Background: an optimization exercise with open tools, aiming at small area, a short achievable clock period and few clock cycles. Do not read the settings as production practice. The RTL was checked by simulation tests, not by an equivalence proof against the original design. Power and IR drop assume default switching activity.

$ cat flow/config.mk
export PLATFORM = sky130hd
export DESIGN_NAME = rate_matcher_engine
export DESIGN_NICKNAME = rate_matcher_engine
export VERILOG_FILES = /design/flow/design.v
export SDC_FILE = /design/flow/constraint.sdc
export NUM_CORES = 4
export LEC_CHECK = 0
export ABC_AREA = 1
export CAP_MARGIN = 20
export CORE_MARGIN = 2
export CORE_UTILIZATION = 22
export PLACE_DENSITY = 0.3
export SLEW_MARGIN = 20
$ cat flow/constraint.sdc
create_clock -name core_clock -period 20.0 [get_ports {clk}]
set_input_delay 4.0000 -clock core_clock [delete_from_list [all_inputs] [get_ports {clk}]]
set_output_delay 4.0000 -clock core_clock [all_outputs]
set_load 0.01 [all_outputs]
$ cat flow/design.v
module rate_matcher_engine (
    input  wire         clk,
    input  wire         rst,
    input  wire         cfg_valid,
    output wire         cfg_ready,
    input  wire [46:0]  cfg_data,
    input  wire         in_valid,
    output wire         in_ready,
    input  wire [127:0] in_data,
    input  wire         in_last,
    output wire         out_valid,
    input  wire         out_ready,
    output wire [127:0] out_data,
    output wire         out_last,
    output wire [2:0]   err_code
);
    localparam [1:0] S_AWAIT = 2'd0,
                     S_RECV  = 2'd1,
                     S_EMIT  = 2'd2;
    localparam [1:0] M_FETCH = 2'd0,
                     M_PB    = 2'd1,
                     M_DBL   = 2'd2;
    localparam integer NU = 142;    
    reg  [1:0]   state;
    reg  [3:0]   count;
    reg  [2:0]   err;
    reg  [3:0]   scnt;
    reg  [15:0]  inlen;
    reg  [15:0]  outlen;
    reg  [1:0]   rv;
    reg  [2:0]   nl;
    reg  [3:0]   qm;
    reg  [10:0]  ncb;
    reg          bg1;
    reg          out_full;
    reg  [127:0] out_reg;
    reg          out_last_r;
    assign cfg_ready = !rst && (state == S_AWAIT);
    assign in_ready  = !rst && (state == S_RECV);
    assign out_valid = !rst && (state == S_EMIT) && out_full;
    genvar go_i;
    generate
        for (go_i = 0; go_i < 128; go_i = go_i + 1) begin : g_orev
            assign out_data[127 - go_i] = out_reg[go_i];
        end
    endgenerate
    assign out_last  = out_last_r;
    assign err_code  = rst ? 3'd0 : err;
    wire cfg_xfer = cfg_valid && cfg_ready;
    wire in_xfer  = in_valid && in_ready;
    wire out_xfer = out_valid && out_ready;
    wire [15:0] c_inlen = cfg_data[15:0];
    wire [5:0]  c_nref  = cfg_data[46:41];
    wire [10:0] c_ncb   = (c_nref == 6'd0)          ? c_inlen[10:0] :
                          ({10'd0, c_nref} < c_inlen) ? {5'd0, c_nref} : c_inlen[10:0];
    reg c_bg1;
    always @(*) begin
        case (c_inlen)
            16'd132,  16'd198,  16'd264,  16'd330,  16'd396,  16'd462,
            16'd528,  16'd594,  16'd660,  16'd726,  16'd792,  16'd858,
            16'd924,  16'd990,  16'd1056, 16'd1188, 16'd1320, 16'd1452,
            16'd1584, 16'd1716, 16'd1848, 16'd1980, 16'd2112, 16'd2376,
            16'd2640, 16'd2904, 16'd3168, 16'd3432, 16'd3696, 16'd3960,
            16'd4224, 16'd4752, 16'd5280, 16'd5808, 16'd6336, 16'd6864,
            16'd7392, 16'd7920, 16'd8448, 16'd9504, 16'd10560, 16'd11616,
            16'd12672, 16'd13728, 16'd14784, 16'd15840, 16'd16896,
            16'd19008, 16'd21120, 16'd23232, 16'd25344:
                c_bg1 = 1'b1;
            default:
                c_bg1 = 1'b0;
        endcase
    end
    wire [6:0]  nq        = nl * qm;
    wire        bad_inlen = (inlen == 16'd0);
    wire        short_in  = (inlen > 16'd1408);
    wire        bad_nq    = (nq == 7'd0);
    wire        bad       = bad_inlen || short_in || bad_nq;
    wire [2:0]  bad_code  = bad_inlen ? 3'd2 : (short_in ? 3'd3 : 3'd2);
    wire [6:0]  ncw = bg1 ? 7'd66 : 7'd50;
    reg  [5:0]  kcoef;
    always @(*) begin
        case ({bg1, rv})
            3'b1_00: kcoef = 6'd0;
            3'b1_01: kcoef = 6'd17;
            3'b1_10: kcoef = 6'd33;
            3'b1_11: kcoef = 6'd56;
            3'b0_00: kcoef = 6'd0;
            3'b0_01: kcoef = 6'd13;
            3'b0_10: kcoef = 6'd25;
            default: kcoef = 6'd43;
        endcase
    end
    reg [7:0] dq;
    reg [3:0] dr;
    always @(*) begin
        case (qm)
            4'd1:  begin dq = 8'd128; dr = 4'd0;  end
            4'd2:  begin dq = 8'd64;  dr = 4'd0;  end
            4'd3:  begin dq = 8'd42;  dr = 4'd2;  end
            4'd4:  begin dq = 8'd32;  dr = 4'd0;  end
            4'd5:  begin dq = 8'd25;  dr = 4'd3;  end
            4'd6:  begin dq = 8'd21;  dr = 4'd2;  end
            4'd7:  begin dq = 8'd18;  dr = 4'd2;  end
            4'd8:  begin dq = 8'd16;  dr = 4'd0;  end
            4'd9:  begin dq = 8'd14;  dr = 4'd2;  end
            4'd10: begin dq = 8'd12;  dr = 4'd8;  end
            4'd11: begin dq = 8'd11;  dr = 4'd7;  end
            4'd12: begin dq = 8'd10;  dr = 4'd8;  end
            4'd13: begin dq = 8'd9;   dr = 4'd11; end
            4'd14: begin dq = 8'd9;   dr = 4'd2;  end
            4'd15: begin dq = 8'd8;   dr = 4'd8;  end
            default: begin dq = 8'd0; dr = 4'd0;  end
        endcase
    end
    reg [2:0] nlm;
    always @(*) begin
        if (ncb[10:3] != 8'd0)
            nlm = nl;
        else begin
            case (ncb[2:0])
                3'd1: nlm = 3'd0;
                3'd2: nlm = {2'b00, nl[0]};
                3'd3: nlm = (nl >= 3'd6) ? nl - 3'd6 : ((nl >= 3'd3) ? nl - 3'd3 : nl);
                3'd4: nlm = {1'b0, nl[1:0]};
                3'd5: nlm = (nl >= 3'd5) ? nl - 3'd5 : nl;
                3'd6: nlm = (nl >= 3'd6) ? nl - 3'd6 : nl;
                3'd7: nlm = (nl == 3'd7) ? 3'd0 : nl;
                default: nlm = 3'd0;
            endcase
        end
    end
    function [10:0] madd;
        input [10:0] x;
        input [10:0] y;
        input [10:0] n;
        reg   [11:0] s;
        begin
            s = {1'b0, x} + {1'b0, y};
            madd = (s >= {1'b0, n}) ? (s - {1'b0, n}) : s[10:0];
        end
    endfunction
    reg  [6:0]   qrem;       
    reg  [15:0]  qsh;        
    reg  [15:0]  qf;         
    reg  [10:0]  rr;         
    reg  [2:0]   rp;         
    reg          rr_run;
    reg          cst;        
    reg          setup_done;
    reg  [6:0]   zr;         
    reg  [4:0]   zc;
    reg  [16:0]  kx;         
    reg  [10:0]  kr;
    reg  [5:0]   kq;
    reg  [10:0]  k0;
    reg  [10:0]  d32r;       
    reg  [10:0]  dqr;        
    reg  [10:0]  r1, r2, d64, dq1m;
    reg  [15:0]  e_len;
    function [7:0] qstep;            
        input [6:0]  rem;
        input        nbit;
        input [6:0]  d;
        reg   [7:0]  t;
        begin
            t = {rem, nbit};
            if (t >= {1'b0, d})
                qstep = {1'b1, t[6:0] - d};
            else
                qstep = {1'b0, t[6:0]};
        end
    endfunction
    function [10:0] rstepq;
        input [10:0] racc;
        input        qb;
        input [2:0]  nlmod;
        input [10:0] n;
        reg   [12:0] a;
        begin
            a = {1'b0, racc, 1'b0} + (qb ? {10'd0, nlmod} : 13'd0);
            if (a >= {1'b0, n, 1'b0})      a = a - {1'b0, n, 1'b0};
            else if (a >= {2'b00, n})      a = a - {2'b00, n};
            rstepq = a[10:0];
        end
    endfunction
    wire [7:0] qs1 = qstep(qrem,      qsh[15], nq);
    wire [7:0] qs2 = qstep(qs1[6:0],  qsh[14], nq);
    wire [7:0] qs3 = qstep(qs2[6:0],  qsh[13], nq);
    wire [7:0] qs4 = qstep(qs3[6:0],  qsh[12], nq);
    wire [3:0] qnib = {qs1[7], qs2[7], qs3[7], qs4[7]};
    wire [10:0] rrh = rstepq(rr,  qf[{rp, 1'b1}], nlm, ncb);
    wire [10:0] rrn = rstepq(rrh, qf[{rp, 1'b0}], nlm, ncb);
    function [10:0] rstep1;
        input [10:0] r;
        input        b;
        input [10:0] n;
        reg   [11:0] t;
        begin
            t = {r, b};
            rstep1 = (t >= {1'b0, n}) ? (t - {1'b0, n}) : t[10:0];
        end
    endfunction
    wire [7:0]  zt  = {zr, inlen[4'd5 - scnt]};
    wire [11:0] kt  = {kr, kx[4'd7 - scnt]};
    wire [5:0]  c32 = 6'b100000;
    wire [10:0] r2c = madd(rr, rr, ncb);
    wire [10:0] d64c = madd(d32r, d32r, ncb);
    wire [16:0] kprod = kcoef * ncb;
    always @(posedge clk) begin
        if (cfg_xfer) begin
            scnt <= 4'd1;
            qrem <= 7'd0;
            qsh  <= cfg_data[31:16];
            rr   <= 11'd0;
            rr_run <= 1'b0;
            cst  <= 1'b0;
            setup_done <= 1'b0;
            zr   <= {1'b0, cfg_data[10:5]};
            d32r <= 11'd0;
            dqr  <= 11'd0;
        end else begin
            if (scnt != 4'd15)
                scnt <= scnt + 4'd1;
            if (scnt >= 4'd1 && scnt <= 4'd4) begin
                qrem <= qs4[6:0];
                qsh  <= {qsh[11:0], 4'b0000};
                case (scnt[2:0])
                    3'd1:    qf[15:12] <= qnib;
                    3'd2:    qf[11:8]  <= qnib;
                    3'd3:    qf[7:4]   <= qnib;
                    default: qf[3:0]   <= qnib;
                endcase
            end
            if (scnt == 4'd1) begin
                rp     <= (qnib[3:2] != 2'b00) ? 3'd7 : 3'd6;
                rr_run <= 1'b1;
            end
            cst <= 1'b0;
            if (rr_run) begin
                rr <= rrn;
                rp <= rp - 3'd1;
                if (rp == 3'd0) begin
                    rr_run <= 1'b0;
                    cst    <= 1'b1;
                end
            end
            if (scnt == 4'd5)
                e_len <= outlen - {9'd0, qrem};
            if (scnt >= 4'd1 && scnt <= 4'd8)
                dqr  <= rstep1(dqr, dq[4'd8 - scnt], ncb);
            if (scnt >= 4'd1 && scnt <= 4'd5) begin
                if (zt >= {1'b0, ncw}) begin
                    zr <= zt - {1'b0, ncw};
                    zc[4'd5 - scnt] <= 1'b1;
                end else begin
                    zr <= zt[6:0];
                    zc[4'd5 - scnt] <= 1'b0;
                end
            end
            if (scnt >= 4'd1 && scnt <= 4'd6)
                d32r <= rstep1(d32r, c32[4'd6 - scnt], ncb);
            if (scnt == 4'd1) begin
                kx <= kprod;
                kr <= kprod[16:6];
            end
            if (scnt >= 4'd2 && scnt <= 4'd7) begin
                if (kt >= {1'b0, inlen[10:0]}) begin
                    kr <= kt - {1'b0, inlen[10:0]};
                    kq[4'd7 - scnt] <= 1'b1;
                end else begin
                    kr <= kt[10:0];
                    kq[4'd7 - scnt] <= 1'b0;
                end
            end
            if (scnt == 4'd8)
                k0 <= kq * zc;
            if (cst) begin
                r1    <= rr;
                r2    <= r2c;
                d64   <= d64c;
                dq1m  <= madd(dqr, 11'd1, ncb);
                setup_done <= 1'b1;
            end
        end
    end
    reg  [1407:0] mem;
    wire [127:0]  in_rev;
    genvar g;
    generate
        for (g = 0; g < 128; g = g + 1) begin : g_rev
            assign in_rev[g] = in_data[127 - g];
        end
        for (g = 0; g < 11; g = g + 1) begin : g_mem
            always @(posedge clk)
                if (in_xfer && count == g)
                    mem[128*g +: 128] <= in_rev;
        end
    endgenerate
    reg  [63:0]  p0;
    reg  [63:0]  p1;
    wire [4:0]   qx = ncb[10:6];
    wire [5:0]   zz = ncb[5:0];
    reg          d_v;
    reg  [1:0]   d_mode;
    reg  [11:0]  d_a0, d_a1;
    reg  [2:0]   d_cyc;
    reg          d_final;
    reg  [3:0]   d_c;
    reg          d_last;
    reg  [6:0]   d_thr;
    reg          d_pon;
    wire stall = out_full && !out_xfer;
    wire exec  = d_v && !stall;
    function [63:0] extract;
        input [11:0]   a;
        input          pon;
        input [1407:0] m;
        input [63:0]   pp0;
        input [63:0]   pp1;
        input [4:0]    px;
        reg   [5:0]    q;
        reg   [5:0]    q1;
        reg   [63:0]   u;
        reg   [62:0]   v;
        reg   [126:0]  uv;
        reg   [94:0]   s5;
        reg   [78:0]   s4;
        reg   [70:0]   s3;
        reg   [66:0]   s2;
        reg   [64:0]   s1;
        integer        k;
        begin
            q  = a[11:6];
            q1 = q + 6'd1;
            u  = 64'd0;
            v  = 63'd0;
            for (k = 0; k < 22; k = k + 1) begin
                if (q == k && !(pon && q == {1'b0, px}))
                    u = u | m[64*k +: 64];
                if (q1 == k && !(pon && (q1 == {1'b0, px} || q == {1'b0, px})))
                    v = v | m[64*k +: 63];
            end
            if (pon && q == {1'b0, px})
                u = u | pp0;
            if (pon && q1 == {1'b0, px})
                v = v | pp0[62:0];
            if (pon && q == {1'b0, px})
                v = v | pp1[62:0];
            uv = {v, u};
            s5 = a[5] ? uv[126:32] : uv[94:0];
            s4 = a[4] ? s5[94:16] : s5[78:0];
            s3 = a[3] ? s4[78:8]  : s4[70:0];
            s2 = a[2] ? s3[70:4]  : s3[66:0];
            s1 = a[1] ? s2[66:2]  : s2[64:0];
            extract = a[0] ? s1[64:1] : s1[63:0];
        end
    endfunction
    wire [63:0] ex0 = extract(d_a0, d_pon, mem, p0, p1, qx);
    wire [63:0] ex1 = extract(d_a1, d_pon, mem, p0, p1, qx);
    wire [127:0] exw = {ex1, ex0};
    reg  [NU-1:0] stg;        
    wire [NU-1:0] dsc;
    wire [NU-1:0] dhit;
    genvar gu, gq;
    generate
        for (gu = 0; gu < NU; gu = gu + 1) begin : g_sc
            wire [15:0] cand;
            wire [15:0] hit;
            assign cand[0] = 1'b0;
            assign hit[0]  = 1'b0;
            for (gq = 1; gq < 16; gq = gq + 1) begin : g_q
                localparam integer J  = gu % gq;
                localparam integer MM = gu / gq;
                localparam integer EE = (gq == 1) ? (MM / 64) : (J % 2);
                localparam integer CY = (gq == 1) ? 0 : (J / 2);
                localparam integer IX = (gq == 1) ? (MM % 64) : MM;
                localparam integer OK = (IX < 64) && (EE < 2) && (CY < 8);
                if (OK) begin : g_ok
                    assign cand[gq] = exw[EE * 64 + IX];
                    assign hit[gq]  = (d_cyc == CY);
                end else begin : g_no
                    assign cand[gq] = 1'b0;
                    assign hit[gq]  = 1'b0;
                end
            end
            assign dsc[gu]  = cand[qm];
            assign dhit[gu] = hit[qm];
        end
    endgenerate
    wire [NU-1:0] merged = (dhit & dsc) | (~dhit & stg);
    wire [134:0]  sh3 = d_c[3] ? {1'b0, merged[141:8]} : merged[134:0];
    wire [130:0]  sh2 = d_c[2] ? sh3[134:4] : sh3[130:0];
    wire [128:0]  sh1 = d_c[1] ? sh2[130:2] : sh2[128:0];
    wire [127:0]  shifted = d_c[0] ? sh1[128:1] : sh1[127:0];
    wire [6:0]   erem = e_len[6:0];
    wire [127:0] tail;
    generate
        for (g = 0; g < 128; g = g + 1) begin : g_tail
            assign tail[g] = !d_last || (erem == 7'd0) || (g < erem);
        end
    endgenerate
    wire [63:0] thr_mask;
    wire [63:0] thr_mask1;
    wire [63:0] real_mask;
    generate
        for (g = 0; g < 64; g = g + 1) begin : g_pm
            assign thr_mask[g]  = (g >= d_thr);
            assign thr_mask1[g] = (g + 64 >= d_thr);
            assign real_mask[g] = (g < zz);
        end
    endgenerate
    wire real_load = in_xfer && (count == {1'b0, ncb[10:7]});
    wire [63:0] pw_mask = (exec && (d_mode == M_PB || d_mode == M_DBL)) ? thr_mask : 64'd0;
    wire [63:0] rl_mask = real_load ? (real_mask & ~pw_mask) : 64'd0;
    always @(posedge clk) begin
        p0 <= (pw_mask & exw[63:0]) |
              (rl_mask & (qx[0] ? in_rev[127:64] : in_rev[63:0])) |
              (~pw_mask & ~rl_mask & p0);
        if (exec && (d_mode == M_PB || d_mode == M_DBL))
            p1 <= (thr_mask1 & exw[127:64]) | (~thr_mask1 & p1);
    end
    always @(posedge clk) begin
        if (exec && d_mode == M_FETCH) begin
            if (d_final) begin
                out_reg    <= shifted[127:0] & tail;
                out_last_r <= d_last;
            end else begin
                stg <= merged;
            end
        end
    end
    reg  [10:0]  wa;         
    reg  [10:0]  a0;         
    reg  [3:0]   wc;         
    reg  [2:0]   wcyc;
    reg  [9:0]   wleft;
    reg          active;
    reg          started;
    reg  [1:0]   pstate;
    reg  [6:0]   px2;        
    wire [2:0]  ncyc1 = (qm == 4'd1) ? 3'd0 : ((qm - 4'd1) >> 1);
    wire [10:0] off1  = (qm == 4'd1) ? d64 : r1;
    wire [10:0] wstp  = r2;
    wire [4:0]  cn    = {1'b0, wc} + {1'b0, dr};
    wire        carry = (cn >= {1'b0, qm});
    wire [3:0]  cnext = carry ? (cn[3:0] - qm) : cn[3:0];
    wire [10:0] a0n   = madd(a0, carry ? dq1m : dqr, ncb);
    wire        wfinal = (wcyc == ncyc1);
    wire [3:0]  wq    = (ncb - 11'd1) >> 7;
    wire        go    = setup_done && (pstate == 2'd2) && (count > wq) &&
                        !bad && (e_len != 16'd0) && !started && (state != S_AWAIT);
    wire issue_pb  = (state == S_RECV) && (pstate == 2'd0) && (count >= 4'd2);
    wire issue_dbl = (state != S_AWAIT) && (pstate == 2'd1);
    wire issue_f   = active;
    always @(posedge clk) begin
        if (rst || cfg_xfer) begin
            d_v     <= 1'b0;
            active  <= 1'b0;
            started <= 1'b0;
            pstate  <= 2'd0;
        end else if (!stall) begin
            d_v <= 1'b0;
            if (issue_pb) begin
                d_v    <= 1'b1;
                d_mode <= M_PB;
                d_pon  <= 1'b0;
                d_thr  <= {1'b0, zz};
                d_a0   <= 12'd0  - {6'd0, zz};
                d_a1   <= 12'd64 - {6'd0, zz};
                px2    <= {ncb[5:0], 1'b0};
                pstate <= ({ncb, 1'b0} < ncb + 11'd63) && (ncb != 11'd0) ? 2'd1 : 2'd2;
            end else if (issue_dbl) begin
                d_v    <= 1'b1;
                d_mode <= M_DBL;
                d_pon  <= 1'b1;
                d_thr  <= px2;
                d_a0   <= 12'd0  - {5'd0, px2};
                d_a1   <= 12'd64 - {5'd0, px2};
                px2    <= {px2[5:0], 1'b0};
                if ({4'd0, px2, 1'b0} >= ncb + 11'd63)
                    pstate <= 2'd2;
            end else if (issue_f) begin
                d_v     <= 1'b1;
                d_mode  <= M_FETCH;
                d_pon   <= 1'b1;
                d_a0    <= {1'b0, wa};
                d_a1    <= {1'b0, madd(wa, off1, ncb)};
                d_cyc   <= wcyc;
                d_final <= wfinal;
                d_c     <= wc;
                d_last  <= (wleft == 10'd1);
                if (wfinal) begin
                    wcyc  <= 3'd0;
                    wc    <= cnext;
                    a0    <= a0n;
                    wa    <= a0n;
                    wleft <= wleft - 10'd1;
                    if (wleft == 10'd1)
                        active <= 1'b0;
                end else begin
                    wcyc <= wcyc + 3'd1;
                    wa   <= madd(wa, wstp, ncb);
                end
            end
            if (go) begin
                active  <= 1'b1;
                started <= 1'b1;
            end
            if (cst) begin
                wa    <= k0;
                a0    <= k0;
                wc    <= 4'd0;
                wcyc  <= 3'd0;
                wleft <= e_len[15:7] + {9'd0, (e_len[6:0] != 7'd0)};
            end
        end
    end
    always @(posedge clk) begin
        if (rst) begin
            state    <= S_AWAIT;
            count    <= 4'd0;
            err      <= 3'd0;
            out_full <= 1'b0;
        end else begin
            if (exec && d_mode == M_FETCH && d_final)
                out_full <= 1'b1;
            else if (out_xfer)
                out_full <= 1'b0;
            case (state)
                S_AWAIT: begin
                    if (cfg_xfer) begin
                        inlen  <= cfg_data[15:0];
                        outlen <= cfg_data[31:16];
                        rv     <= cfg_data[33:32];
                        nl     <= cfg_data[36:34];
                        qm     <= cfg_data[40:37];
                        ncb    <= c_ncb;
                        bg1    <= c_bg1;
                        err    <= 3'd0;
                        count  <= 4'd0;
                        out_full <= 1'b0;
                        state  <= S_RECV;
                    end
                end
                S_RECV: begin
                    if (in_xfer) begin
                        count <= count + 4'd1;
                        if (count == 4'd10) begin
                            if (bad) begin
                                err   <= bad_code;
                                state <= S_AWAIT;
                            end else if (e_len == 16'd0) begin
                                state <= S_AWAIT;
                            end else begin
                                state <= S_EMIT;
                            end
                        end
                    end
                end
                S_EMIT: begin
                    if (out_xfer && out_last_r)
                        state <= S_AWAIT;
                end
                default: state <= S_AWAIT;
            endcase
        end
    end
endmodule
$ cat flow/flow/run.sh
#!/bin/bash
# Standard layout, with two changes to how it is made:
#  - global routing uses flow/fastroute.tcl (layer capacities, see there);
#  - the port buffers are sky130_fd_sc_hd__buf_2 cells.
# make's full output goes to flow_make.log in the work folder; each ORFS
# step keeps its own log under orfs/logs.
set -euo pipefail
bash standard.sh \
  "FASTROUTE_TCL=$PWD/flow/fastroute.tcl" \
  "BUFFER_PORTS_ARGS=-buffer_cell sky130_fd_sc_hd__buf_2" \
  finish > flow_make.log 2>&1
$ cat flow/flow/fastroute.tcl
# Global-routing layer capacities: keep most signal wiring off met1/met2,
# which the cell pins and power rails crowd, and use the upper layers.
set_global_routing_layer_adjustment met1 0.55
set_global_routing_layer_adjustment met2 0.35
set_global_routing_layer_adjustment met3 0.2
set_global_routing_layer_adjustment met4 0.2
set_global_routing_layer_adjustment met5 0.2

set_routing_layers -clock met3-met5
set_routing_layers -signal met1-met5
$ cat flow/standard.sh
#!/bin/bash
# synth_recipe.tcl (not shown) runs the flow's synth.tcl, then flattens the netlist and writes it again
# the make line also repeats each setting of config.mk as NAME=value (left out here)
make -C /OpenROAD-flow-scripts/flow DESIGN_CONFIG=/design/flow/config.mk WORK_HOME=/design/flow/orfs CLKGATE_MAP_FILE= SYNTH_SCRIPT=/design/flow/synth_recipe.tcl "${@:-finish}"
==> results of run 1 <==
==> worst max-delay path, delay by kind of cell, from the launching register on <==
kind / cells / cell delay [ns]
and+or+nand+nor: 27 / 7.51
buffers and inverters: 7 / 3.42
DFF: 1 / 0.40
AOI/OAI and AO/OA: 2 / 0.21
==> through the flow <==
stage	area (um2)	std cells
after global placement	185000	34200
final	198000	35500
after detailed placement	185000	34200
after floorplan	169000	24200
after CTS	196000	34800
after global routing	197000	35200
==> metal layers <==
metal  vias up  GRT usage (%)
li1      84100              -
met1     96600           67.7
met2     14900           67.7
met3      5346           40.5
met4       236           50.7
met5         -           10.1
==> kinds of logic after synthesis <==
group | Yosys count | synth area share [%]
AND/OR/NAND/NOR | 13800 | 35.1
buffers and inverters | 3819 | 9.24
other | 1 | 0.00222
AO/OA/AOI/OAI | 3796 | 13.1
adder cells (fa/ha/maj) | 428 | 3.51
flip-flops | 2165 | 37.6
multiplexers | 36 | 0.226
XOR/XNOR | 221 | 1.15
==> path summary, 6_finish.rpt <==
path	end	slack, ns	cells after the start
max	out_reg[121]	7.86	36
min	err[1]	0.48	2
max reg2reg	out_reg[121]	7.86	36
min reg2reg	err[1]	0.48	2
==> layout by cell type (no fill, tap or decap), types with 27 or more instances in the layout <==
master / count
a21boi_0: 48
a21oi_1: 663
a31oi_1: 65
and2_1: 71
buf_12: 39
buf_2: 313
buf_4: 813
bufinv_16: 36
clkbuf_1: 59
clkbuf_16: 323
clkinv_1: 67
clkinv_2: 53
dfxtp_1: 137
diode_2: 704
edfxtp_1: 2028
fa_1: 77
ha_1: 351
inv_1: 2307
inv_2: 57
nand2_1: 5910
nand2_2: 50
nand3_1: 3372
nand3_4: 32
nand3b_1: 28
nand4_1: 898
nor2_1: 2946
nor2_2: 39
nor2_4: 51
nor3_1: 166
o2111ai_1: 65
o211ai_1: 199
o21ai_0: 1490
o21ai_1: 121
o21bai_1: 29
o221ai_1: 114
o22ai_1: 754
o31ai_1: 27
or2_2: 89
xnor2_1: 73
xor2_1: 148
==> layout make-up <==
class	instances	share of cell area, %
diodes	704	0.892
multi-input cells	18200	46.1
clock buffers	399	4.32
clock inverters	173	1.02
well taps	10200	6.46
repair buffers	1173	4.34
flip-flops and latches	2165	32.2
inverters	2423	4.65
==> power groups by stage <==
| stage | Sequential [mW] | Combinational, mW | Clock, mW |
|---|---|---|---|
| 2_1_floorplan | 5.39 | 3.24 | 0 |
| 3_3_place_gp | 5.49 | 4.93 | 0 |
| 3_5_place_dp | 5.48 | 4.90 | 0 |
| 4_1_cts | 5.39 | 4.93 | 6.20 |
| 5_1_grt | 5.41 | 5.50 | 6.32 |
| 6_report | 5.39 | 4.88 | 6.11 |
==> results.tsv, run 1 <==
stage	metric	value	unit
global_routing	grt_pass1_vias	202000	
timing	finClkSkew	0.153	ns
synth	syn_area_per_cell	6.98	um2
timing	fmax	82.3	MHz
clocking	cts_buffer_depth	4	
synth	synth_warnings	1	
placement	port_buffers	313	
synth	postSynth.asyncResetShare	0	%
synth	ys_ff_latch	2165	
clocking	numCtsBuffers	317	
die	num_io_pins	316	
timing	whs	0.476	ns
final_layout	drive_gt1_share	8.68	%
clocking	htreeDepth	5	
pwr	p_switching	6.12	mW
placement	pre_cts_slack	8.28	ns
pwr	power_density	82.9	nW/um2
synth	ys_types	81	
drt	met1_length	575	mm
drt	highest_layer	met5	
clocking	cts_sinks	2165	
clocking	cts_setup_buffers	0	
pwr	power.total	16.4	mW
final_layout	area_growth	16.9	%
pwr	sequentialPowerShare	32.9	%
worst_setup_path	critPathCaptureType	flop	
die	dieHeight	881	um
timing	finalSetupTns	0	ns
drt	wl_met2	664	mm
run	drv_cap	0	
die	die_x	881	um
synth	synth_nets	24800	
worst_setup_path	slowest_delay	0.98	ns
timing	worst_slew_pin_slew	1.38	ns
worst_setup_path	slowest_stage	nand3_2	
synth	synth_edf_count	2028	
clocking	holdBufCountCts	0	
clocking	clk_latency	1.20	ns
timing	maxSlewViolCount	0	
final_layout	multi_input_area	91100	um2
synth	ys.flop_type	edfxtp_1	
placement	post-dp-hpwl	1310	mm
timing	slew-limit-headroom	7.78	%
final_layout	fin_util	25.8	%
worst_setup_path	cp_max_fo	54	
min_path	min_from	err[1]	
final_layout	register_area	63600	um2
final_layout	largest_register_ff_count	1408	
worst_setup_path	crit_start	d_a1[10]	
synth	yosysTopAreaCell	edfxtp_1	
drt	wire_per_inst	49.2	um
pwr	power_switching_share	37.4	%
pwr	clkPwrFrac	37.3	%
synth	synth_commonest_cells	nand2_1 (5,948), nand3_1 (3,388), nor2_1 (3,006), inv_1 (2,349), edfxtp_1 (2,028)	
global_routing	grt_max_degree	130	
timing	worst_slack	7.86	ns
status	outcome	complete, no violations	
synth	yosysMostFrequentCell	nand2_1	
die	start_util	22.0	%
global_routing	track_usage	55.4	%
die	core	767000	um2
synth	yosys-top-cells-area	edfxtp_1 (36%), nand2_1 (13%), nand3_1 (10%), nor2_1 (6.7%), inv_1 (5.2%)	
timing	hold_viol_final	0	
clocking	cts_root_buffer	clkbuf_16	
clocking	cts_tree	built	
die	rows	322	
timing	fin_crit	12.14	ns
synth	synth-seq-area-share	37.6	%
global_routing	grt_pass1_wl	2200	mm
global_routing	grt_overflow	0	
synth	synth_top_area_share	36.0	%
pwr	internal-power	10.3	mW
worst_setup_path	startpoint_type	flop	
worst_setup_path	required	20.90	ns
drt	wirelength	1750	mm
die	dieArea	775000	um2
worst_setup_path	critical_path_class	reg -> reg	
timing	rsz0062_at_grt	no	
placement	gp_congestion	1.11	
timing	setup_violations	0	
global_routing	antenna_found_initial	404	
worst_setup_path	arrival	13.04	ns
drt	via_per_inst	5.67	
min_path	hold_class	reg -> reg	
drt	wl_met3	286	mm
pwr	p_comb_share	29.8	%
drt	drt_iter0_markers	15900	
drt	dr_total_vias	201000	
final_layout	final_net_count	24900	
synth	syn_inst	24200	
drt	drc	0	
clocking	cts_resized	0	
synth	syn_area	169000	um2
drt	firstDrtPassIters	7	
clocking	path_clk_slew	0.06	ns
worst_setup_path	timing.rr.start	d_a1[10]	
drt	ant_nets	0	
timing	fin_crit_sh	60.7	%
pwr	p_leak	82.3	nW
pwr	peakVddDrop	242	uV
final_layout	n_fill_cell	86000	
Testbench counts, summed over its fixed seeds: cycles 11,972.
==> run 2: changes to the inputs <==
--- a/flow/design.v
+++ b/flow/design.v
@@ -309,17 +309,50 @@
     reg          d_last;
     reg  [6:0]   d_thr;
     reg          d_pon;
+    reg  [22:0]  su0, su1;    
+    reg  [23:0]  sv0, sv1;    
+    reg          x_v;
+    reg  [127:0] ex_r;
+    reg  [2:0]   x_cyc;
+    reg          x_final;
+    reg  [3:0]   x_c;
+    reg          x_last;
     wire stall = out_full && !out_xfer;
     wire exec  = d_v && !stall;
+    wire exec3 = x_v && !stall;
+    function [46:0] dsel;             
+        input [11:0] a;
+        input        pon;
+        input [4:0]  px;
+        reg   [5:0]  q;
+        reg   [5:0]  q1;
+        reg          hu;
+        reg          hv;
+        reg   [22:0] su;
+        reg   [23:0] sv;
+        integer      k;
+        begin
+            q  = a[11:6];
+            q1 = q + 6'd1;
+            hu = pon && (q == {1'b0, px});
+            hv = pon && (q1 == {1'b0, px});
+            for (k = 0; k < 22; k = k + 1) begin
+                su[k] = (q == k) && !hu;
+                sv[k] = (q1 == k) && !hu && !hv;
+            end
+            su[22] = hu;
+            sv[22] = hv;
+            sv[23] = hu;
+            dsel = {sv, su};
+        end
+    endfunction
     function [63:0] extract;
-        input [11:0]   a;
-        input          pon;
+        input [22:0]   su;
+        input [23:0]   sv;
+        input [5:0]    sh;
         input [1407:0] m;
         input [63:0]   pp0;
         input [63:0]   pp1;
-        input [4:0]    px;
-        reg   [5:0]    q;
-        reg   [5:0]    q1;
         reg   [63:0]   u;
         reg   [62:0]   v;
         reg   [126:0]  uv;
@@ -330,33 +363,23 @@
         reg   [64:0]   s1;
         integer        k;
         begin
-            q  = a[11:6];
-            q1 = q + 6'd1;
-            u  = 64'd0;
-            v  = 63'd0;
+            u = {64{su[22]}} & pp0;
+            v = ({63{sv[22]}} & pp0[62:0]) | ({63{sv[23]}} & pp1[62:0]);
             for (k = 0; k < 22; k = k + 1) begin
-                if (q == k && !(pon && q == {1'b0, px}))
-                    u = u | m[64*k +: 64];
-                if (q1 == k && !(pon && (q1 == {1'b0, px} || q == {1'b0, px})))
-                    v = v | m[64*k +: 63];
-            end
-            if (pon && q == {1'b0, px})
-                u = u | pp0;
-            if (pon && q1 == {1'b0, px})
-                v = v | pp0[62:0];
-            if (pon && q == {1'b0, px})
-                v = v | pp1[62:0];
+                u = u | ({64{su[k]}} & m[64*k +: 64]);
+                v = v | ({63{sv[k]}} & m[64*k +: 63]);
+            end
             uv = {v, u};
-            s5 = a[5] ? uv[126:32] : uv[94:0];
-            s4 = a[4] ? s5[94:16] : s5[78:0];
-            s3 = a[3] ? s4[78:8]  : s4[70:0];
-            s2 = a[2] ? s3[70:4]  : s3[66:0];
-            s1 = a[1] ? s2[66:2]  : s2[64:0];
-            extract = a[0] ? s1[64:1] : s1[63:0];
+            s5 = sh[5] ? uv[126:32] : uv[94:0];
+            s4 = sh[4] ? s5[94:16] : s5[78:0];
+            s3 = sh[3] ? s4[78:8]  : s4[70:0];
+            s2 = sh[2] ? s3[70:4]  : s3[66:0];
+            s1 = sh[1] ? s2[66:2]  : s2[64:0];
+            extract = sh[0] ? s1[64:1] : s1[63:0];
         end
     endfunction
-    wire [63:0] ex0 = extract(d_a0, d_pon, mem, p0, p1, qx);
-    wire [63:0] ex1 = extract(d_a1, d_pon, mem, p0, p1, qx);
+    wire [63:0] ex0 = extract(su0, sv0, d_a0[5:0], mem, p0, p1);
+    wire [63:0] ex1 = extract(su1, sv1, d_a1[5:0], mem, p0, p1);
     wire [127:0] exw = {ex1, ex0};
     reg  [NU-1:0] stg;        
     wire [NU-1:0] dsc;
@@ -376,8 +399,8 @@
                 localparam integer IX = (gq == 1) ? (MM % 64) : MM;
                 localparam integer OK = (IX < 64) && (EE < 2) && (CY < 8);
                 if (OK) begin : g_ok
-                    assign cand[gq] = exw[EE * 64 + IX];
-                    assign hit[gq]  = (d_cyc == CY);
+                    assign cand[gq] = ex_r[EE * 64 + IX];
+                    assign hit[gq]  = (x_cyc == CY);
                 end else begin : g_no
                     assign cand[gq] = 1'b0;
                     assign hit[gq]  = 1'b0;
@@ -388,15 +411,15 @@
         end
     endgenerate
     wire [NU-1:0] merged = (dhit & dsc) | (~dhit & stg);
-    wire [134:0]  sh3 = d_c[3] ? {1'b0, merged[141:8]} : merged[134:0];
-    wire [130:0]  sh2 = d_c[2] ? sh3[134:4] : sh3[130:0];
-    wire [128:0]  sh1 = d_c[1] ? sh2[130:2] : sh2[128:0];
-    wire [127:0]  shifted = d_c[0] ? sh1[128:1] : sh1[127:0];
+    wire [134:0]  sh3 = x_c[3] ? {1'b0, merged[141:8]} : merged[134:0];
+    wire [130:0]  sh2 = x_c[2] ? sh3[134:4] : sh3[130:0];
+    wire [128:0]  sh1 = x_c[1] ? sh2[130:2] : sh2[128:0];
+    wire [127:0]  shifted = x_c[0] ? sh1[128:1] : sh1[127:0];
     wire [6:0]   erem = e_len[6:0];
     wire [127:0] tail;
     generate
         for (g = 0; g < 128; g = g + 1) begin : g_tail
-            assign tail[g] = !d_last || (erem == 7'd0) || (g < erem);
+            assign tail[g] = !x_last || (erem == 7'd0) || (g < erem);
         end
     endgenerate
     wire [63:0] thr_mask;
@@ -420,10 +443,17 @@
             p1 <= (thr_mask1 & exw[127:64]) | (~thr_mask1 & p1);
     end
     always @(posedge clk) begin
-        if (exec && d_mode == M_FETCH) begin
-            if (d_final) begin
+        if (!stall) begin
+            ex_r    <= exw;
+            x_cyc   <= d_cyc;
+            x_final <= d_final;
+            x_c     <= d_c;
+            x_last  <= d_last;
+        end
+        if (exec3) begin
+            if (x_final) begin
                 out_reg    <= shifted[127:0] & tail;
-                out_last_r <= d_last;
+                out_last_r <= x_last;
             end else begin
                 stg <= merged;
             end
@@ -452,39 +482,58 @@
     wire issue_pb  = (state == S_RECV) && (pstate == 2'd0) && (count >= 4'd2);
     wire issue_dbl = (state != S_AWAIT) && (pstate == 2'd1);
     wire issue_f   = active;
+    reg  [11:0] n_a0, n_a1;
+    reg         n_pon;
+    always @(*) begin
+        if (issue_pb) begin
+            n_pon = 1'b0;
+            n_a0  = 12'd0  - {6'd0, zz};
+            n_a1  = 12'd64 - {6'd0, zz};
+        end else if (issue_dbl) begin
+            n_pon = 1'b1;
+            n_a0  = 12'd0  - {5'd0, px2};
+            n_a1  = 12'd64 - {5'd0, px2};
+        end else begin
+            n_pon = 1'b1;
+            n_a0  = {1'b0, wa};
+            n_a1  = {1'b0, madd(wa, off1, ncb)};
+        end
+    end
+    wire [46:0] nsel0 = dsel(n_a0, n_pon, qx);
+    wire [46:0] nsel1 = dsel(n_a1, n_pon, qx);
     always @(posedge clk) begin
         if (rst || cfg_xfer) begin
             d_v     <= 1'b0;
+            x_v     <= 1'b0;
             active  <= 1'b0;
             started <= 1'b0;
             pstate  <= 2'd0;
         end else if (!stall) begin
-            d_v <= 1'b0;
+            d_v  <= 1'b0;
+            x_v  <= d_v && (d_mode == M_FETCH);
+            d_a0 <= n_a0;
+            d_a1 <= n_a1;
+            d_pon <= n_pon;
+            su0  <= nsel0[22:0];
+            sv0  <= nsel0[46:23];
+            su1  <= nsel1[22:0];
+            sv1  <= nsel1[46:23];
             if (issue_pb) begin
                 d_v    <= 1'b1;
                 d_mode <= M_PB;
-                d_pon  <= 1'b0;
                 d_thr  <= {1'b0, zz};
-                d_a0   <= 12'd0  - {6'd0, zz};
-                d_a1   <= 12'd64 - {6'd0, zz};
                 px2    <= {ncb[5:0], 1'b0};
                 pstate <= ({ncb, 1'b0} < ncb + 11'd63) && (ncb != 11'd0) ? 2'd1 : 2'd2;
             end else if (issue_dbl) begin
                 d_v    <= 1'b1;
                 d_mode <= M_DBL;
-                d_pon  <= 1'b1;
                 d_thr  <= px2;
-                d_a0   <= 12'd0  - {5'd0, px2};
-                d_a1   <= 12'd64 - {5'd0, px2};
                 px2    <= {px2[5:0], 1'b0};
                 if ({4'd0, px2, 1'b0} >= ncb + 11'd63)
                     pstate <= 2'd2;
             end else if (issue_f) begin
                 d_v     <= 1'b1;
                 d_mode  <= M_FETCH;
-                d_pon   <= 1'b1;
-                d_a0    <= {1'b0, wa};
-                d_a1    <= {1'b0, madd(wa, off1, ncb)};
                 d_cyc   <= wcyc;
                 d_final <= wfinal;
                 d_c     <= wc;
@@ -522,7 +571,7 @@
             err      <= 3'd0;
             out_full <= 1'b0;
         end else begin
-            if (exec && d_mode == M_FETCH && d_final)
+            if (exec3 && x_final)
                 out_full <= 1'b1;
             else if (out_xfer)
                 out_full <= 1'b0;
--- a/flow/config.mk
+++ b/flow/config.mk
@@ -6,8 +6,8 @@
 export NUM_CORES = 4
 export LEC_CHECK = 0
 export ABC_AREA = 1
-export CAP_MARGIN = 20
+export CAP_MARGIN = 30
 export CORE_MARGIN = 2
-export CORE_UTILIZATION = 22
-export PLACE_DENSITY = 0.3
-export SLEW_MARGIN = 20
+export CORE_UTILIZATION = 30
+export PLACE_DENSITY = 0.38
+export SLEW_MARGIN = 35
==> run 2 against run 1 <==
Die area shrank 29%. Via count shrank 8.0%. Non-clock buffer count fell by 98. Routed wire length shrank 25%. Sequential cell count rose by 217. Critical path depth rose by 12. Synthesized cell count decreased by 11%. Clock skew is 0.0076 ns higher. Synthesized area decreased by 2.8%.
==> results.tsv, run 2 <==
stage	metric	value	unit	change
placement	dp.cells	28600		-16%
min_path	hold_depth	0		-2
timing	maxSlewViolCount	0		unchanged
worst_setup_path	cpMostUsedCell	nand2_1		
run	drv_cap	0		unchanged
clocking	cts_buffer_depth	4		unchanged
global_routing	antenna_found_initial	310		-23%
worst_setup_path	critical_path_class	reg -> reg		
die	core	545000	um2	-29%
clocking	cts_resized	0		unchanged
worst_setup_path	slowest_stage	xor2_1		
die	num_io_pins	316		unchanged
worst_setup_path	r2r_cells	48		+33%
global_routing	track_usage	58.5	%	+3.2 points
timing	finClkSkew	0.161	ns	+0.00759 ns
clocking	cts_setup_buffers	0		unchanged
final_layout	largest_register_ff_count	1408		unchanged
final_layout	final_common_cell	nand2_1		
timing	setup_violations	0		unchanged
timing	fin_crit_sh	55.6	%	-5.1 points
timing	fmax	89.9	MHz	+9.1%
drt	dr_total_vias	185000		-8.0%
synth	synth_commonest_cells	nand2_1 (7,204), edfxtp_1 (2,244), nand3_1 (2,075), inv_1 (1,424)		
pwr	power_density	105	nW/um2	+27%
timing	slew-limit-headroom	6.88	%	-0.90 points
synth	synth_nets	22100		-11%
drt	wirelength	1310	mm	-25%
worst_setup_path	arrival	12.04	ns	-1.00 ns
synth	synth_warnings	1		unchanged
synth	ys_types	88		+8.6%
timing	fin_crit	11.13	ns	-1.02 ns
timing	hold_viol_final	0		unchanged
final_layout	final_cell_mix	nand2_1 (7,194), edfxtp_1 (2,244), nand3_1 (2,073), inv_1 (1,384), nor2_1 (1,092)		
clocking	htreeDepth	5		unchanged
timing	worst_slew_pin_slew	1.39	ns	+0.00832 ns
final_layout	register_area	70100	um2	+10%
die	start_util	30.1	%	+8.1 points
die	dieArea	554000	um2	-29%
synth	yosys-top-cells-area	edfxtp_1 (41%), nand2_1 (16%), nand3_1 (6.3%), o21ai_0 (3.4%), inv_1 (3.3%)		
final_layout	multi_input_area	85000	um2	-6.7%
worst_setup_path	rrSetupSlack	8.87	ns	+1.02 ns
placement	gp_congestion	1.10		-0.82%
final_layout	drive_gt1_share	9.15	%	+0.47 points
final_layout	n_fill_cell	58500		-32%
synth	yosysTopAreaCell	edfxtp_1		
min_path	min_from	d_final		
final_layout	final_net_count	22300		-11%
synth	yosysMostFrequentCell	nand2_1		
global_routing	grt_overflow	0		unchanged
min_path	hold_class	reg -> reg		
drt	ant_nets	0		unchanged
worst_setup_path	cp_max_fo	17		-69%
drt	drt_iter0_markers	15800		-1.1%
status	outcome	complete, no violations		
die	die_x	744	um	-15%
worst_setup_path	startpoint_type	flop		
worst_setup_path	required	20.91	ns	about the same
synth	syn_inst	21500		-11%
pwr	p_leak	75.5	nW	-8.2%
clocking	path_clk_slew	0.06	ns	about the same
synth	postSynth.asyncResetShare	0	%	unchanged
placement	port_buffers	313		unchanged
final_layout	largest-register	mem		
synth	syn_area	164000	um2	-2.8%
worst_setup_path	slowest_delay	0.70	ns	-0.28 ns
timing	finalSetupTns	0	ns	unchanged
clocking	cts_sinks	2382		+10%
die	dieHeight	744	um	-15%
drt	via_per_inst	6.25		+10%
drt	wire_per_inst	44.3	um	-10%
clocking	numCtsBuffers	313		-1.3%
clocking	cts_root_buffer	clkbuf_16		
final_layout	postLayoutCellArea	190000	um2	-4.0%
global_routing	grt_pass1_vias	184000		-8.7%
placement	post-dp-hpwl	950	mm	-27%
worst_setup_path	critPathCaptureType	flop		
global_routing	grt_max_degree	140		+7.7%
synth	synth-seq-area-share	42.7	%	+5.0 points
final_layout	area_growth	15.4	%	
drt	firstDrtPassIters	8		+1
placement	dpl_cell_area	178000	um2	-4.0%
synth	ys.flop_type	edfxtp_1		
synth	syn_area_per_cell	7.63	um2	+9.4%
final_layout	stdcell_count	29600		-16%
min_path	hold_end	x_final		
drt	drc	0		unchanged
synth	synth_top_area_share	41.0	%	+5.0 points
synth	ys_ff_latch	2382		+10%
clocking	clk_latency	1.13	ns	-0.07 ns
worst_setup_path	timing.rr.start	nl[2]		
pwr	peakVddDrop	211	uV	-13%
clocking	holdBufCountCts	0		unchanged
synth	synth_edf_count	2244		+11%
global_routing	grt_pass1_wl	1710	mm	-22%
die	rows	271		-16%
timing	rsz0062_at_grt	no		
worst_setup_path	crit-reg2reg-capture	qrem[5]		
clocking	cts_tree	built		
## run 2: cell count changes in the layout (fill, tap and decap cells not counted), moves of 126 or more
| cell | delta |
|---|---|
| nand3_1 | -1299 |
| a21oi_1 | +306 |
| inv_1 | -923 |
| edfxtp_1 | +216 |
| nand4_1 | -253 |
| a221oi_1 | +239 |
| diode_2 | -224 |
| o21ai_0 | -413 |
| nand2_1 | +1284 |
| a22o_1 | +262 |
| o22ai_1 | -557 |
| nor2_1 | -1854 |
| buf_4 | -126 |
## run 2: worst max path at each step
stage                     endpoint  slack [ns]   from
after floorplan             stg[0]        1.48    rst
after global placement     qrem[5]        8.51  nl[2]
after detailed placement   qrem[5]        8.76  nl[2]
after CTS                  qrem[5]        8.75  nl[2]
after global routing       qrem[5]        7.73  nl[2]
final                      qrem[5]        8.87  nl[2]
## run 2: worst max-delay path: cells and delay by family, from the launching register on
| kind | cells | cell delay [ns] |
|---|---|---|
| AO/OA/AOI/OAI | 19 | 4.19 |
| adder cells (fa/ha/maj) | 7 | 2.81 |
| flip-flops | 1 | 0.63 |
| AND/OR/NAND/NOR | 15 | 2.06 |
| buffers and inverters | 6 | 0.66 |
| XOR/XNOR | 1 | 0.70 |
## run 2: layout make-up
type                       count  area share, %
antenna                      480          0.633
clock buffer                 394           4.43
clock inverter               182           1.09
inverter                    1490           2.99
multi-input combinational  16400           44.8
sequential                  2382           37.0
tap                         7234           4.77
timing repair buffer        1075           4.30
## run 2: per-stage QoR
step / hold WS (ns) / util, % / power [mW] / setup slack [ns]
2_1_floorplan: 0.400 / - / 10.8 / 1.48
3_3_place_gp: 0.401 / 32.4 / 13.9 / 8.51
3_5_place_dp: 0.405 / 32.6 / 13.8 / 8.76
4_1_cts: 0.419 / 34.5 / 19.8 / 8.75
5_1_grt: 0.424 / 34.7 / 20.9 / 7.73
6_report: 0.417 / 34.8 / 19.9 / 8.87
## run 2: logic make-up (layout without fill, tap and decap cells)
logic type / after synthesis / in the layout / synth area share (%)
flip-flops: 2382 / 2382 / 42.7
other: 1 / 481 / 0.00228
AND/OR/NAND/NOR: 11700 / 11700 / 30.1
multiplexers: 96 / 96 / 0.594
AO/OA/AOI/OAI: 3969 / 3969 / 15.3
XOR/XNOR: 239 / 239 / 1.27
adder cells (fa/ha/maj): 427 / 427 / 3.60
buffers and inverters: 2749 / 3141 / 6.46
## run 2: routing by layer
metal / vias to the layer above / wire [um] / global-route usage, %
li1: 76500 / - / -
met4: 317 / 135000 / 44.8
met3: 5380 / 265000 / 50.7
met5: - / 12700 / 23.5
met1: 87000 / 429000 / 71.9
met2: 16000 / 470000 / 67.6
## run 2: report_power, final
group | switching [mW] | internal, mW
clock network | 2.58 | 3.41
logic | 5.55 | 2.25
registers | 0.306 | 5.85
total | 8.44 | 11.5
Testbench counts of run 2, summed over its fixed seeds: cycles 12,132.
==> run 3: changes to the inputs <==
--- a/flow/design.v
+++ b/flow/design.v
@@ -70,7 +70,7 @@
                 c_bg1 = 1'b0;
         endcase
     end
-    wire [6:0]  nq        = nl * qm;
+    reg  [6:0]  nq;          
     wire        bad_inlen = (inlen == 16'd0);
     wire        short_in  = (inlen > 16'd1408);
     wire        bad_nq    = (nq == 7'd0);
@@ -185,9 +185,7 @@
     endfunction
     wire [7:0] qs1 = qstep(qrem,      qsh[15], nq);
     wire [7:0] qs2 = qstep(qs1[6:0],  qsh[14], nq);
-    wire [7:0] qs3 = qstep(qs2[6:0],  qsh[13], nq);
-    wire [7:0] qs4 = qstep(qs3[6:0],  qsh[12], nq);
-    wire [3:0] qnib = {qs1[7], qs2[7], qs3[7], qs4[7]};
+    wire [1:0] qnib = {qs1[7], qs2[7]};
     wire [10:0] rrh = rstepq(rr,  qf[{rp, 1'b1}], nlm, ncb);
     wire [10:0] rrn = rstepq(rrh, qf[{rp, 1'b0}], nlm, ncb);
     function [10:0] rstep1;
@@ -221,18 +219,22 @@
         end else begin
             if (scnt != 4'd15)
                 scnt <= scnt + 4'd1;
-            if (scnt >= 4'd1 && scnt <= 4'd4) begin
-                qrem <= qs4[6:0];
-                qsh  <= {qsh[11:0], 4'b0000};
+            if (scnt >= 4'd1 && scnt <= 4'd8) begin
+                qrem <= qs2[6:0];
+                qsh  <= {qsh[13:0], 2'b00};
                 case (scnt[2:0])
-                    3'd1:    qf[15:12] <= qnib;
-                    3'd2:    qf[11:8]  <= qnib;
-                    3'd3:    qf[7:4]   <= qnib;
-                    default: qf[3:0]   <= qnib;
+                    3'd1:    qf[15:14] <= qnib;
+                    3'd2:    qf[13:12] <= qnib;
+                    3'd3:    qf[11:10] <= qnib;
+                    3'd4:    qf[9:8]   <= qnib;
+                    3'd5:    qf[7:6]   <= qnib;
+                    3'd6:    qf[5:4]   <= qnib;
+                    3'd7:    qf[3:2]   <= qnib;
+                    default: qf[1:0]   <= qnib;
                 endcase
             end
             if (scnt == 4'd1) begin
-                rp     <= (qnib[3:2] != 2'b00) ? 3'd7 : 3'd6;
+                rp     <= 3'd7;
                 rr_run <= 1'b1;
             end
             cst <= 1'b0;
@@ -244,7 +246,7 @@
                     cst    <= 1'b1;
                 end
             end
-            if (scnt == 4'd5)
+            if (scnt == 4'd9)
                 e_len <= outlen - {9'd0, qrem};
             if (scnt >= 4'd1 && scnt <= 4'd8)
                 dqr  <= rstep1(dqr, dq[4'd8 - scnt], ncb);
@@ -582,6 +584,7 @@
                         outlen <= cfg_data[31:16];
                         rv     <= cfg_data[33:32];
                         nl     <= cfg_data[36:34];
+                        nq     <= cfg_data[36:34] * cfg_data[40:37];
                         qm     <= cfg_data[40:37];
                         ncb    <= c_ncb;
                         bg1    <= c_bg1;
==> run 3 against run 2 <==
Hold slack got worse by 0.016 ns. Synthesized area fell by 0.48%. Still clean on timing, DRC and antenna. Critical endpoint is now rr[10]. Cell count down 0.89%. Sequential share of layout area is 0.33 points higher. Global-route usage is 0.49 points higher. Via count shrank 1.3%. First-iteration DRC count shrank 1.5%. Sequential cell count up 7. Non-clock buffer count shrank 29. Die area fell by 0.48%.
==> results.tsv, run 3 <==
stage	metric	value	unit	change
status	outcome	complete, no violations		
clocking	cts_buffer_depth	4		unchanged
clocking	path_clk_slew	0.06	ns	about the same
global_routing	grt_overflow	0		unchanged
synth	synth_xor_xnor_area_share	1.14	%	-0.13 points
clocking	clk_latency	1.11	ns	-0.02 ns
worst_setup_path	required	20.90	ns	about the same
global_routing	grt_pass1_vias	182000		-1.1%
worst_setup_path	slowest_delay	0.61	ns	-0.09 ns
min_path	hold_depth	0		unchanged
timing	fin_crit	9.72	ns	-1.41 ns
final_layout	multi_input_area	84100	um2	-1.0%
synth	synth-seq-area-share	43.0	%	+0.33 points
global_routing	antenna_found_initial	302		-2.6%
die	rows	271		unchanged
synth	postSynth.asyncResetShare	0	%	unchanged
pwr	p_leak	74.5	nW	-1.3%
synth	ys_types	95		+8.0%
worst_setup_path	rrSetupSlack	10.28	ns	+1.41 ns
global_routing	grt_pass1_wl	1710	mm	+0.17%
timing	maxSlewViolCount	0		unchanged
min_path	min_from	d_c[3]		
synth	syn_area_per_cell	7.68	um2	+0.57%
synth	synth_warnings	1		unchanged
final_layout	n_fill_cell	58200		-0.65%
synth	syn_inst	21300		-1.0%
die	start_util	30.1	%	-0.069 points
placement	pre_cts_slack	10.18	ns	+1.41 ns
run	drv_cap	0		unchanged
clocking	holdBufCountCts	0		unchanged
synth	ys.flop_type	edfxtp_1		
worst_setup_path	crit-reg2reg-capture	rr[10]		
final_layout	fin_util	34.7	%	-0.12 points
drt	firstDrtPassIters	8		unchanged
clocking	cts_sinks	2389		+0.29%
timing	finalSetupTns	0	ns	unchanged
final_layout	area_growth	15.3	%	
clocking	cts_setup_buffers	0		unchanged
pwr	power.total	22.5	mW	+13%
timing	worst_slack	10.28	ns	+1.41 ns
synth	ys_ff_latch	2389		+0.29%
synth	yosysTopAreaCell	edfxtp_1		
worst_setup_path	critical_path_class	reg -> reg		
drt	drc	0		unchanged
drt	ant_nets	0		unchanged
synth	yosysMostFrequentCell	nand2_1		
final_layout	final_net_count	22000		-1.0%
timing	setup_violations	0		unchanged
global_routing	grt_max_degree	142		+1.4%
die	dieHeight	742	um	-0.24%
synth	synth_top_family_by_area	simple AND/OR/NAND/NOR gates		
placement	gp_congestion	1.14		+3.6%
timing	slew-limit-headroom	20.3	%	+13 points
timing	hold_viol_final	0		unchanged
worst_setup_path	cp_max_fo	14		-3
timing	rsz0062_at_grt	no		
drt	wire_per_inst	45.0	um	+1.6%
die	core	544000	um2	-0.25%
final_layout	final_common_cell	nand2_1		
worst_setup_path	r2r_cells	43		-10%
placement	dpl_cell_area	176000	um2	-0.63%
placement	post-dp-hpwl	957	mm	+0.69%
clocking	cts_root_buffer	clkbuf_16		
worst_setup_path	crit_start	ncb[5]		
die	num_io_pins	316		unchanged
global_routing	track_usage	59.0	%	+0.49 points
drt	drt_iter0_markers	15500		-1.5%
final_layout	stdcell_count	29400		-0.89%
die	dieArea	551000	um2	-0.48%
min_path	hold_class	reg -> reg		
clocking	htreeDepth	5		unchanged
pwr	power_density	119	nW/um2	+13%
clocking	cts_tree	built		
worst_setup_path	slowest_stage	nor2_2		
clocking	cts_resized	0		unchanged
final_layout	largest-register	mem		
clocking	numCtsBuffers	317		+1.3%
synth	synth_compound_area_share	15.5	%	+0.25 points
synth	synthAdderAreaFrac	3.50	%	-0.11 points
synth	synth_nets	21900		-1.1%
die	die_x	742	um	-0.24%
worst_setup_path	critPathCaptureType	flop		
placement	port_buffers	313		unchanged
final_layout	postLayoutCellArea	189000	um2	-0.60%
synth	syn_area	164000	um2	-0.48%
timing	whs	0.402	ns	-0.0157 ns
final_layout	final_cell_mix	nand2_1 (7,234), edfxtp_1 (2,251), nand3_1 (1,870), inv_1 (1,306), o21ai_0 (1,150)		
worst_setup_path	startpoint_type	flop		
timing	fmax	103	MHz	+14%
synth	yosys-top-cells-area	edfxtp_1 (41%), nand2_1 (17%), nand3_1 (5.7%), o21ai_0 (3.7%), inv_1 (3.1%)		
synth	synth_top_area_share	41.3	%	+0.32 points
worst_setup_path	arrival	10.62	ns	-1.42 ns
synth	synth_commonest_cells	nand2_1 (7,239), edfxtp_1 (2,251), nand3_1 (1,872), inv_1 (1,341), o21ai_0 (1,210)		
pwr	peakVddDrop	158	uV	-25%
timing	worst_slew_pin_slew	1.19	ns	-0.200 ns
timing	fin_crit_sh	48.6	%	-7.0 points
drt	via_per_inst	6.22		-0.44%
drt	dr_total_vias	183000		-1.3%
placement	dp.cells	28300		-0.77%
min_path	hold_end	x_c[3]		
final_layout	largest_register_ff_count	1408		unchanged
worst_setup_path	cpMostUsedCell	nand2_1		
final_layout	drive_gt1_share	9.03	%	-0.12 points
synth	synthMuxAreaShare	0.763	%	+0.17 points
synth	synthSimpleGateAreaFrac	29.8	%	-0.31 points
timing	finClkSkew	0.120	ns	-0.0406 ns
final_layout	register_area	70400	um2	+0.30%
drt	wirelength	1320	mm	+0.73%
worst_setup_path	timing.rr.start	ncb[5]		
synth	synth_edf_count	2251		+0.31%
## run 3: worst max-delay path by stage
| stage | slack [ns] | endpoint |
|---|---|---|
| 2_1_floorplan | 1.34 | stg[0] |
| 3_3_place_gp | 10.02 | rr[8] |
| 3_5_place_dp | 10.18 | rr[7] |
| 4_1_cts | 10.15 | rr[7] |
| 5_1_grt | 9.42 | rr[10] |
| 6_report | 10.28 | rr[10] |
## run 3: cell type report
type                       count  area share, %
timing repair buffer        1046           4.32
clock buffer                 391           4.41
inverter                    1423           2.87
clock inverter               179           1.09
sequential                  2389           37.3
multi-input combinational  16300           44.6
antenna                      436          0.579
tap                         7234           4.80
## run 3: report_power, final
| part | total [mW] | switching (mW) | internal (mW) |
|---|---|---|---|
| Combinational | 9.94 | 7.43 | 2.51 |
| Sequential | 6.56 | 0.522 | 6.04 |
| Clock | 5.99 | 2.61 | 3.38 |
## run 3: critical path: cells and delay by family, from the launching register on
kind,cells,cell delay [ns]
AOI/OAI and AO/OA,14,3.11
adders and majority gates,5,1.65
buffers and inverters,7,1.00
DFF,1,0.35
and+or+nand+nor,17,3.45
## run 3: cells by family after synthesis
group,after synthesis
AO/OA/AOI/OAI,4018
other,1
XOR/XNOR,212
multiplexers,123
flip-flops,2389
AND/OR/NAND/NOR,11500
buffers and inverters,2642
adder cells (fa/ha/maj),412
## run 3: routing by layer
metal,up-vias,part of all wire [%],GRT usage [%],routed length (um)
met5,-,1.0,23.8,13700
met4,330,10,44.6,137000
met3,5334,21,52.7,280000
met2,15800,35,67.2,463000
met1,85600,32,72.1,427000
li1,75700,-,-,-
Testbench counts of run 3, summed over its fixed seeds: cycles 12,269.

## re-timing with driven ports
In the flow no input, the clock included, has a driving cell. The finished layouts below were timed again as built, in two steps.
Step 1 assumes that a clkbuf_16 drives the clock port and a buf_2 every other input.
Step 2, shift: input delay + t, output delay - t, t = (earliest + latest rising clock arrival at the registers) / 2. This alone moves slack from input paths to output paths.
Three values: ideal ports, drivers, drivers and shift; two values: the first two.
run | t, ns | setup slack, ns | pins driven straight from the clock port
run 1 | 1.290 | 7.856 / 7.856 / 7.856 | 1
run 2 | 1.198 | 8.872 / 8.872 / 8.872 | 1
run 3 | 1.178 | 10.281 / 10.281 / 10.281 | 1
After both steps setup and hold are still met in every run listed.
